Source: an optimization exercise on an open RTL-to-GDS flow (aim: small area, a short achievable clock period and few clock cycles per item). Production flows keep margins and buffers that such runs may drop. In this exercise RTL edits were held to simulation tests only and were not proved equivalent to the original.

==> violet: inputs <==
==> flow/design.v <==
module blep_osc (
    input  wire        clk,
    input  wire        rst,         
    input  wire        cfg_we,
    input  wire [2:0]  cfg_addr,
    input  wire [31:0] cfg_data,
    input  wire        in_valid,
    output wire        in_ready,
    output reg         out_valid,
    output reg  [31:0] out_y
);
    localparam [31:0] ONE      = 32'd65536;
    localparam [31:0] F_MIN    = 32'd655;           
    localparam [31:0] F_RST    = 32'd28835840;      
    localparam [31:0] GM_ONE   = 32'd1073741824;    
    localparam [31:0] PW_NORM  = 32'h80000000;      
    localparam [31:0] PW_JC    = 32'd2276332667;    
    localparam integer R = 4;                       
    reg [31:0] freq, target, gmult, gsteps, stg_target, stg_mult;
    reg [16:0] blend, subblend;
    reg        jc;
    reg [31:0] phase, subphase;
    reg [1:0] pend;
    assign in_ready = (pend != 2'd3);
    wire acc = in_valid & in_ready;
    wire [63:0] gprod = freq * gmult;
    wire [31:0] mg    = gprod[61:30];
    wire [31:0] gnext = (gsteps == 32'd1) ? target : ((mg < F_MIN) ? F_MIN : mg);
    reg v1, nc1;         
    reg v2, nc2;         
    wire c_done;
    wire d_move = v1 & (~v2 | c_done);
    wire issue  = (pend != 2'd0) & (~v1 | d_move);
    wire [47:0] f48   = {16'd0, freq};
    wire [47:0] kprod = (f48 << 16) + (f48 << 15) - (f48 << 10) + (f48 << 7) - (f48 << 4) - f48;
    reg  [31:0] dtr;
    wire [31:0] dts = dtr >> 1;
    wire [31:0] pw  = jc ? PW_JC : PW_NORM;
    wire [31:0] bt0 = phase;
    wire [31:0] bt1 = phase - pw;
    wire [31:0] bt2 = subphase;
    wire [31:0] bt3 = subphase + 32'h80000000;
    wire [31:0] nt0 = -bt0, nt1 = -bt1, nt2 = -bt2, nt3 = -bt3;
    wire [3:0] low  = {bt3 < dts, bt2 < dts, bt1 < dtr, bt0 < dtr};
    wire [3:0] high = {(bt3 != 32'd0) && (nt3 < dts), (bt2 != 32'd0) && (nt2 < dts),
                       (bt1 != 32'd0) && (nt1 < dtr), (bt0 != 32'd0) && (nt0 < dtr)};
    reg [3:0]  slot_ok, slot_new;
    reg [16:0] slot_v0, slot_v1, slot_v2, slot_v3;    
    wire [3:0] hit  = nc2 ? (slot_ok & low) : 4'd0;
    wire [3:0] zt   = low & {bt3 == 32'd0, bt2 == 32'd0, bt1 == 32'd0, bt0 == 32'd0};
    wire [3:0] need = (low | high) & ~hit & ~zt;
    localparam [1:0] C_CHK = 2'd0, C_DIV = 2'd1, C_SQ = 2'd2;
    reg [1:0]  cst;
    reg [3:0]  pm;                   
    reg [1:0]  ck;                   
    reg        cneg;
    reg [33:0] rem;                  
    reg [15:0] q;
    reg [1:0]  cnt;
    reg signed [17:0] b0r, b1r, b2r, b3r;
    function [1:0] first(input [3:0] m);
        first = m[0] ? 2'd0 : m[1] ? 2'd1 : m[2] ? 2'd2 : 2'd3;
    endfunction
    function [31:0] sel32(input [1:0] k, input [31:0] a0, input [31:0] a1,
                          input [31:0] a2, input [31:0] a3);
        case (k)
            2'd0: sel32 = a0;
            2'd1: sel32 = a1;
            2'd2: sel32 = a2;
            default: sel32 = a3;
        endcase
    endfunction
    wire [3:0]  ldmask = (cst == C_CHK) ? need : pm;
    wire [1:0]  lk     = first(ldmask);
    wire [3:0]  ldec   = 4'd1 << lk;
    wire        llow   = |(low & ldec);
    wire [31:0] lt     = llow ? sel32(lk, bt0, bt1, bt2, bt3) : sel32(lk, nt0, nt1, nt2, nt3);
    wire [31:0] bd = ck[1] ? dts : dtr;
    reg [33:0] dr;
    reg [15:0] dq;
    integer i;
    always @(*) begin
        dr = rem;
        dq = q;
        for (i = 0; i < R; i = i + 1) begin
            if (dr[33])
                dr = {dr[32:0], 1'b0} + {2'b0, bd};
            else
                dr = {dr[32:0], 1'b0} - {2'b0, bd};
            dq = {dq[14:0], ~dr[33]};
        end
    end
    wire rnz = (rem != 34'd0) && (rem[31:0] + bd != 32'd0);
    reg [31:0] qsq;
    integer j;
    always @(*) begin
        qsq = 32'd0;
        for (j = 0; j < 16; j = j + 1)
            qsq = qsq + (((({16'd0, q} >> (j + 1)) << (2 * j + 2)) | (32'd1 << (2 * j))) & {32{q[j]}});
    end
    wire [16:0] s1   = qsq[31:16];
    wire [32:0] qsq1 = {1'b0, qsq} + {16'd0, q, 1'b1};       
    wire signed [17:0] q2   = $signed({1'b0, q, 1'b0});
    wire signed [17:0] s1s  = $signed({1'b0, s1});
    wire signed [17:0] newb = cneg ? (s1s - q2 + $signed(18'd65536))
                                   : (q2 - s1s - $signed(18'd65536));
    wire [16:0] slot_calc = rnz ? qsq1[32:16] : s1;
    wire signed [17:0] e0 = hit[0] ? -$signed({1'b0, slot_v0}) : zt[0] ? -18'sd65536 : 18'sd0;
    wire signed [17:0] e1 = hit[1] ? -$signed({1'b0, slot_v1}) : zt[1] ? -18'sd65536 : 18'sd0;
    wire signed [17:0] e2 = hit[2] ? -$signed({1'b0, slot_v2}) : zt[2] ? -18'sd65536 : 18'sd0;
    wire signed [17:0] e3 = hit[3] ? -$signed({1'b0, slot_v3}) : zt[3] ? -18'sd65536 : 18'sd0;
    wire fin = (cst == C_SQ);
    wire signed [17:0] b0 = fin ? ((ck == 2'd0) ? newb : b0r) : e0;
    wire signed [17:0] b1 = fin ? ((ck == 2'd1) ? newb : b1r) : e1;
    wire signed [17:0] b2 = fin ? ((ck == 2'd2) ? newb : b2r) : e2;
    wire signed [17:0] b3 = fin ? ((ck == 2'd3) ? newb : b3r) : e3;
    wire [3:0] ckdec = 4'd1 << ck;
    assign c_done = v2 & ((fin & (pm == 4'd0)) | ((cst == C_CHK) & (need == 4'd0)));
    wire signed [18:0] nv_sq  = (phase < pw) ? 19'sd65536 : -19'sd65536;
    wire signed [18:0] nv_sub = subphase[31] ? -19'sd65536 : 19'sd65536;
    wire signed [17:0] saw_c  = $signed({1'b0, phase[31:15]}) - $signed(18'd65536) - b0;
    wire signed [18:0] sqw_c  = nv_sq + b0 - b1;
    wire signed [18:0] sub_c  = nv_sub + b2 - b3;
    reg v3, v4, v5;
    reg signed [18:0] sqw, sub, sub2;
    reg signed [19:0] dsq;           
    reg [15:0] sawl, xl2;
    reg signed [20:0] mainv, mixv;
    wire signed [37:0] pz  = $signed({1'b0, blend}) * dsq;
    wire [15:0] xl1        = blend[15:0] * sawl;
    wire        c1         = pz[15:0] < xl1;
    wire signed [20:0] main_c = sqw + (pz >>> 16) - $signed({20'd0, c1});
    wire [15:0] xl2_c      = subblend[15:0] * sub[15:0];
    wire signed [20:0] dm  = sub2 - mainv;
    wire signed [38:0] pz2 = $signed({1'b0, subblend}) * dm;
    wire        c2         = pz2[15:0] < xl2;
    wire signed [20:0] mix_c = mainv + (pz2 >>> 16) - $signed({20'd0, c2});
    wire signed [37:0] mx = mixv;
    wire signed [37:0] pe = (mx <<< 16) - (mx <<< 14) - (mx <<< 12) + (mx <<< 10) + (mx <<< 8) - (mx <<< 1);
    wire signed [21:0] out_c = pe >>> 16;
    function [16:0] clamp01(input [31:0] v);
        if (v[31])
            clamp01 = 17'd0;
        else if (v > ONE)
            clamp01 = ONE[16:0];
        else
            clamp01 = v[16:0];
    endfunction
    wire [16:0] cl = clamp01(cfg_data);
    always @(posedge clk) begin
        if (d_move) dtr <= kprod[47:16];
        if (c_done) begin
            sqw  <= sqw_c;
            dsq  <= saw_c - sqw_c;
            sawl <= saw_c[15:0];
            sub  <= sub_c;
        end
        mainv <= main_c;
        sub2  <= sub;
        xl2   <= xl2_c;
        mixv  <= mix_c;
        out_y <= {{10{out_c[21]}}, out_c};
    end
    always @(posedge clk) begin
        if (rst) begin
            out_valid  <= 1'b0;
            freq       <= F_RST;
            target     <= F_RST;
            gmult      <= GM_ONE;
            gsteps     <= 32'd0;
            stg_target <= F_RST;
            stg_mult   <= GM_ONE;
            blend      <= ONE[16:0];
            subblend   <= 17'd0;
            jc         <= 1'b0;
            phase      <= 32'd0;
            subphase   <= 32'd0;
            pend       <= 2'd0;
            v1         <= 1'b0;
            v2         <= 1'b0;
            v3         <= 1'b0;
            v4         <= 1'b0;
            v5         <= 1'b0;
            cst        <= C_CHK;
            slot_ok    <= 4'd0;
            slot_new   <= 4'd0;
        end else begin
            pend <= pend + {1'b0, acc} - {1'b0, issue};
            if (issue) begin
                if (gsteps != 32'd0) begin
                    gsteps <= gsteps - 32'd1;
                    freq   <= gnext;
                end
                nc1 <= (gsteps == 32'd0);
            end
            if (issue)
                v1 <= 1'b1;
            else if (d_move)
                v1 <= 1'b0;
            if (d_move) begin
                v2  <= 1'b1;
                nc2 <= nc1;
            end else if (c_done)
                v2 <= 1'b0;
            case (cst)
                C_CHK: if (v2 && need != 4'd0) begin
                    b0r  <= e0;
                    b1r  <= e1;
                    b2r  <= e2;
                    b3r  <= e3;
                    pm   <= need & ~ldec;
                    ck   <= lk;
                    cneg <= ~llow;
                    rem  <= {2'b00, lt};
                    q    <= 16'd0;
                    cnt  <= 2'd0;
                    cst  <= C_DIV;
                end
                C_DIV: begin
                    rem <= dr;
                    q   <= dq;
                    cnt <= cnt + 2'd1;
                    if (cnt == 2'd3) cst <= C_SQ;
                end
                C_SQ: begin
                    case (ck)
                        2'd0: b0r <= newb;
                        2'd1: b1r <= newb;
                        2'd2: b2r <= newb;
                        2'd3: b3r <= newb;
                    endcase
                    if (cneg) begin
                        slot_new <= slot_new | ckdec;
                        case (ck)
                            2'd0: slot_v0 <= slot_calc;
                            2'd1: slot_v1 <= slot_calc;
                            2'd2: slot_v2 <= slot_calc;
                            2'd3: slot_v3 <= slot_calc;
                        endcase
                    end
                    if (pm != 4'd0) begin
                        pm   <= pm & ~ldec;
                        ck   <= lk;
                        cneg <= ~llow;
                        rem  <= {2'b00, lt};
                        q    <= 16'd0;
                        cnt  <= 2'd0;
                        cst  <= C_DIV;
                    end else
                        cst <= C_CHK;
                end
                default: cst <= C_CHK;
            endcase
            if (c_done) begin
                phase    <= phase + dtr;
                subphase <= subphase + dts;
                slot_ok  <= slot_new | ((fin & cneg) ? ckdec : 4'd0);
                slot_new <= 4'd0;
            end
            v3        <= c_done;
            v4        <= v3;
            v5        <= v4;
            out_valid <= v5;
            if (cfg_we) begin
                slot_ok <= 4'd0;
                case (cfg_addr)
                    3'd0: begin
                        freq     <= (cfg_data < F_MIN) ? F_MIN : cfg_data;
                        target   <= (cfg_data < F_MIN) ? F_MIN : cfg_data;
                        gsteps   <= 32'd0;
                        gmult    <= GM_ONE;
                        phase    <= 32'd0;
                        subphase <= 32'd0;
                    end
                    3'd1: stg_target <= (cfg_data < F_MIN) ? F_MIN : cfg_data;
                    3'd2: stg_mult   <= cfg_data;
                    3'd3: begin
                        target <= stg_target;
                        gmult  <= stg_mult;
                        gsteps <= (cfg_data == 32'd0) ? 32'd1 : cfg_data;
                    end
                    3'd4: blend    <= cl;
                    3'd5: subblend <= cl;
                    3'd6: if (cfg_data <= 32'd1) jc <= cfg_data[0];
                    3'd7: begin
                        phase    <= 32'd0;
                        subphase <= 32'd0;
                    end
                endcase
            end
        end
    end
endmodule
==> flow/run.sh <==
#!/bin/bash
# synth_recipe.tcl (not shown) runs the flow's synth.tcl, then flattens the netlist and writes it again
# the make line also repeats each setting of config.mk as NAME=value (left out here)
make -C /OpenROAD-flow-scripts/flow DESIGN_CONFIG=/design/flow/config.mk WORK_HOME=/design/flow/orfs CLKGATE_MAP_FILE= SYNTH_SCRIPT=/design/flow/synth_recipe.tcl finish
==> flow/config.mk <==
export PLATFORM = sky130hd
export DESIGN_NAME = blep_osc
export DESIGN_NICKNAME = blep_osc
export VERILOG_FILES = /design/flow/design.v
export SDC_FILE = /design/flow/constraint.sdc
export NUM_CORES = 4
export LEC_CHECK = 0
export ABC_AREA = 1
export CAP_MARGIN = 20
export CORE_MARGIN = 2
export CORE_UTILIZATION = 40
export SLEW_MARGIN = 20
==> flow/constraint.sdc <==
create_clock -name core_clock -period 20.0 [get_ports {clk}]
set_input_delay 4.0000 -clock core_clock [delete_from_list [all_inputs] [get_ports {clk}]]
set_output_delay 4.0000 -clock core_clock [all_outputs]
set_load 0.01 [all_outputs]
==> zinc: changes against violet <==
--- a/flow/design.v
+++ b/flow/design.v
@@ -18,4 +18,30 @@
     localparam integer R = 4;                       
-    reg [31:0] freq, target, gmult, gsteps, stg_target, stg_mult;
-    reg [16:0] blend, subblend;
+    reg [31:0] freq, target, gsteps, stg_target, stg_mult;
+    reg [16:0] gneg, gone, gtwo;     
+    reg [8:0]  bneg, bone, btwo;     
+    reg [8:0]  sneg, sone, stwo;     
+    function [50:0] benc17(input [31:0] v);
+        reg [34:0] b;
+        integer k;
+        begin
+            b = {2'b00, v, 1'b0};
+            for (k = 0; k < 17; k = k + 1) begin
+                benc17[34 + k] = b[2*k+2];
+                benc17[17 + k] = b[2*k+1] ^ b[2*k];
+                benc17[k]      = (b[2*k+2] & ~b[2*k+1] & ~b[2*k]) | (~b[2*k+2] & b[2*k+1] & b[2*k]);
+            end
+        end
+    endfunction
+    function [26:0] benc9(input [16:0] v);
+        reg [18:0] b;
+        integer k;
+        begin
+            b = {1'b0, v, 1'b0};
+            for (k = 0; k < 9; k = k + 1) begin
+                benc9[18 + k] = b[2*k+2];
+                benc9[9 + k]  = b[2*k+1] ^ b[2*k];
+                benc9[k]      = (b[2*k+2] & ~b[2*k+1] & ~b[2*k]) | (~b[2*k+2] & b[2*k+1] & b[2*k]);
+            end
+        end
+    endfunction
     reg        jc;
@@ -25,3 +51,4 @@
     wire acc = in_valid & in_ready;
-    wire [63:0] gprod = freq * gmult;
+    wire [63:0] gprod;
+    bmul #(17, 33, 64) u_gmul (.neg(gneg), .one(gone), .two(gtwo), .x({1'b0, freq}), .p(gprod));
     wire [31:0] mg    = gprod[61:30];
@@ -32,3 +59,3 @@
     wire d_move = v1 & (~v2 | c_done);
-    wire issue  = (pend != 2'd0) & (~v1 | d_move);
+    wire issue  = ((pend != 2'd0) | acc) & (~v1 | d_move);
     wire [47:0] f48   = {16'd0, freq};
@@ -56,3 +83,4 @@
     reg        cneg;
-    reg [33:0] rem;                  
+    reg [31:0] rem;
+    reg [33:0] bd3;                  
     reg [15:0] q;
@@ -76,6 +104,8 @@
     wire        llow   = |(low & ldec);
+    wire [31:0] ldd    = lk[1] ? dts : dtr;
     wire [31:0] lt     = llow ? sel32(lk, bt0, bt1, bt2, bt3) : sel32(lk, nt0, nt1, nt2, nt3);
-    wire [31:0] bd = ck[1] ? dts : dtr;
-    reg [33:0] dr;
+    reg  [31:0] bd;                  
+    reg [31:0] dr;
     reg [15:0] dq;
+    reg [34:0] m1, m2, m3;
     integer i;
@@ -84,11 +114,18 @@
         dq = q;
-        for (i = 0; i < R; i = i + 1) begin
-            if (dr[33])
-                dr = {dr[32:0], 1'b0} + {2'b0, bd};
-            else
-                dr = {dr[32:0], 1'b0} - {2'b0, bd};
-            dq = {dq[14:0], ~dr[33]};
+        for (i = 0; i < R / 2; i = i + 1) begin
+            m1 = {1'b0, dr, 2'b00} - {3'b0, bd};
+            m2 = {1'b0, dr, 2'b00} - {2'b0, bd, 1'b0};
+            m3 = {1'b0, dr, 2'b00} - {1'b0, bd3};
+            if (!m3[34]) begin
+                dr = m3[31:0]; dq = {dq[13:0], 2'd3};
+            end else if (!m2[34]) begin
+                dr = m2[31:0]; dq = {dq[13:0], 2'd2};
+            end else if (!m1[34]) begin
+                dr = m1[31:0]; dq = {dq[13:0], 2'd1};
+            end else begin
+                dr = {dr[29:0], 2'b00}; dq = {dq[13:0], 2'd0};
+            end
         end
     end
-    wire rnz = (rem != 34'd0) && (rem[31:0] + bd != 32'd0);
+    wire rnz = (rem != 32'd0);
     reg [31:0] qsq;
@@ -124,13 +161,17 @@
     reg v3, v4, v5;
-    reg signed [18:0] sqw, sub, sub2;
+    reg signed [18:0] sqw, sub;
     reg signed [19:0] dsq;           
     reg [15:0] sawl, xl2;
-    reg signed [20:0] mainv, mixv;
-    wire signed [37:0] pz  = $signed({1'b0, blend}) * dsq;
-    wire [15:0] xl1        = blend[15:0] * sawl;
+    reg signed [20:0] mainv, mixv, dmr;
+    wire signed [37:0] pz;
+    wire [15:0] xl1;
+    bmul #(9, 20, 38) u_pz  (.neg(bneg), .one(bone), .two(btwo), .x(dsq), .p(pz));
+    bmul #(8, 17, 16) u_xl1 (.neg(bneg[7:0]), .one(bone[7:0]), .two(btwo[7:0]), .x({1'b0, sawl}), .p(xl1));
     wire        c1         = pz[15:0] < xl1;
     wire signed [20:0] main_c = sqw + (pz >>> 16) - $signed({20'd0, c1});
-    wire [15:0] xl2_c      = subblend[15:0] * sub[15:0];
-    wire signed [20:0] dm  = sub2 - mainv;
-    wire signed [38:0] pz2 = $signed({1'b0, subblend}) * dm;
+    wire signed [20:0] dm_c   = (sub - sqw) - (pz >>> 16) + $signed({20'd0, c1});    
+    wire [15:0] xl2_c;
+    bmul #(8, 17, 16) u_xl2 (.neg(sneg[7:0]), .one(sone[7:0]), .two(stwo[7:0]), .x({1'b0, sub[15:0]}), .p(xl2_c));
+    wire signed [38:0] pz2;
+    bmul #(9, 21, 39) u_pz2 (.neg(sneg), .one(sone), .two(stwo), .x(dmr), .p(pz2));
     wire        c2         = pz2[15:0] < xl2;
@@ -158,3 +199,3 @@
         mainv <= main_c;
-        sub2  <= sub;
+        dmr   <= dm_c;
         xl2   <= xl2_c;
@@ -168,3 +209,3 @@
             target     <= F_RST;
-            gmult      <= GM_ONE;
+            {gneg, gone, gtwo} <= benc17(GM_ONE);
             gsteps     <= 32'd0;
@@ -172,4 +213,4 @@
             stg_mult   <= GM_ONE;
-            blend      <= ONE[16:0];
-            subblend   <= 17'd0;
+            {bneg, bone, btwo} <= benc9(ONE[16:0]);
+            {sneg, sone, stwo} <= benc9(17'd0);
             jc         <= 1'b0;
@@ -213,3 +254,5 @@
                     cneg <= ~llow;
-                    rem  <= {2'b00, lt};
+                    rem  <= lt;
+                    bd   <= ldd;
+                    bd3  <= {2'b00, ldd} + {1'b0, ldd, 1'b0};
                     q    <= 16'd0;
@@ -244,3 +287,5 @@
                         cneg <= ~llow;
-                        rem  <= {2'b00, lt};
+                        rem  <= lt;
+                    bd   <= ldd;
+                    bd3  <= {2'b00, ldd} + {1'b0, ldd, 1'b0};
                         q    <= 16'd0;
@@ -270,3 +315,3 @@
                         gsteps   <= 32'd0;
-                        gmult    <= GM_ONE;
+                        {gneg, gone, gtwo} <= benc17(GM_ONE);
                         phase    <= 32'd0;
@@ -278,7 +323,7 @@
                         target <= stg_target;
-                        gmult  <= stg_mult;
+                        {gneg, gone, gtwo} <= benc17(stg_mult);
                         gsteps <= (cfg_data == 32'd0) ? 32'd1 : cfg_data;
                     end
-                    3'd4: blend    <= cl;
-                    3'd5: subblend <= cl;
+                    3'd4: {bneg, bone, btwo} <= benc9(cl);
+                    3'd5: {sneg, sone, stwo} <= benc9(cl);
                     3'd6: if (cfg_data <= 32'd1) jc <= cfg_data[0];
@@ -293 +338,33 @@
 endmodule
+module bmul #(parameter NR = 17, parameter XW = 33, parameter OW = 64) (
+    input  wire [NR-1:0] neg, one, two,
+    input  wire [XW-1:0] x,             
+    output wire [OW-1:0] p
+);
+    localparam W = XW + 1;
+    function [OW-1:0] cst(input integer dummy);
+        integer j;
+        reg [OW+W+2*NR:0] c;
+        begin
+            c = 0;
+            for (j = 0; j < NR; j = j + 1)
+                c = c + ({{(OW+2*NR+1){1'b0}}, 1'b1} << (W - 1 + 2 * j));
+            cst = -c[OW-1:0];
+        end
+    endfunction
+    localparam [OW-1:0] C = cst(0);
+    reg [OW-1:0] acc;
+    reg [W-1:0] pp, row;
+    reg [OW+W+2*NR:0] t;
+    integer j;
+    always @(*) begin
+        acc = C;
+        for (j = 0; j < NR; j = j + 1) begin
+            pp  = two[j] ? {x, 1'b0} : one[j] ? {x[XW-1], x} : {W{1'b0}};
+            row = pp ^ {W{neg[j]}};
+            t   = {{(OW+2*NR+1){1'b0}}, ~row[W-1], row[W-2:0]} << (2 * j);
+            acc = acc + t[OW-1:0] + ({{(OW-1){1'b0}}, neg[j]} << (2 * j));
+        end
+    end
+    assign p = acc;
+endmodule
CORE_UTILIZATION = 55   (was 40)
==> results.txt <==
- zinc finished clean. violet finished clean.
- In zinc the sequential share of layout area is higher than in violet, by 3.1 points.
- Flip-flop and latch count: zinc is higher than violet (99).
- Between violet and zinc, the lower wire length is in violet (gap 2.0%, measured against zinc).
- Clock skew: zinc is higher than violet (0.044 ns).
- Critical path depth: violet is higher than zinc (4).
Testbench counts of violet, summed over its fixed seeds: cycles 6,943, samples 4,800.
Testbench counts of zinc, summed over its fixed seeds: cycles 6,874, samples 4,800.

[re-timing with driven ports]
Ports are ideal in the flow. The routed layouts listed here were re-timed in OpenROAD. Step 1: set_driving_cell puts a clkbuf_16 on clk and a buf_2 on each other input, an assumption about the parent block. Step 2 moves the port delays by t, midway between the first and last clock arrival at a register: inputs arrive t later, outputs are due t later. That takes back most of the time a late clock gives input paths. Three values: ideal, step 1, step 2; two values: the first two.
run	t (ns)	setup slack, ns	worst setup path after step 2
violet	0.821	8.281 / 8.281 / 8.281	register to register
zinc	0.871	8.875 / 8.875 / 8.875	register to register
After both steps every run listed still meets setup and hold.
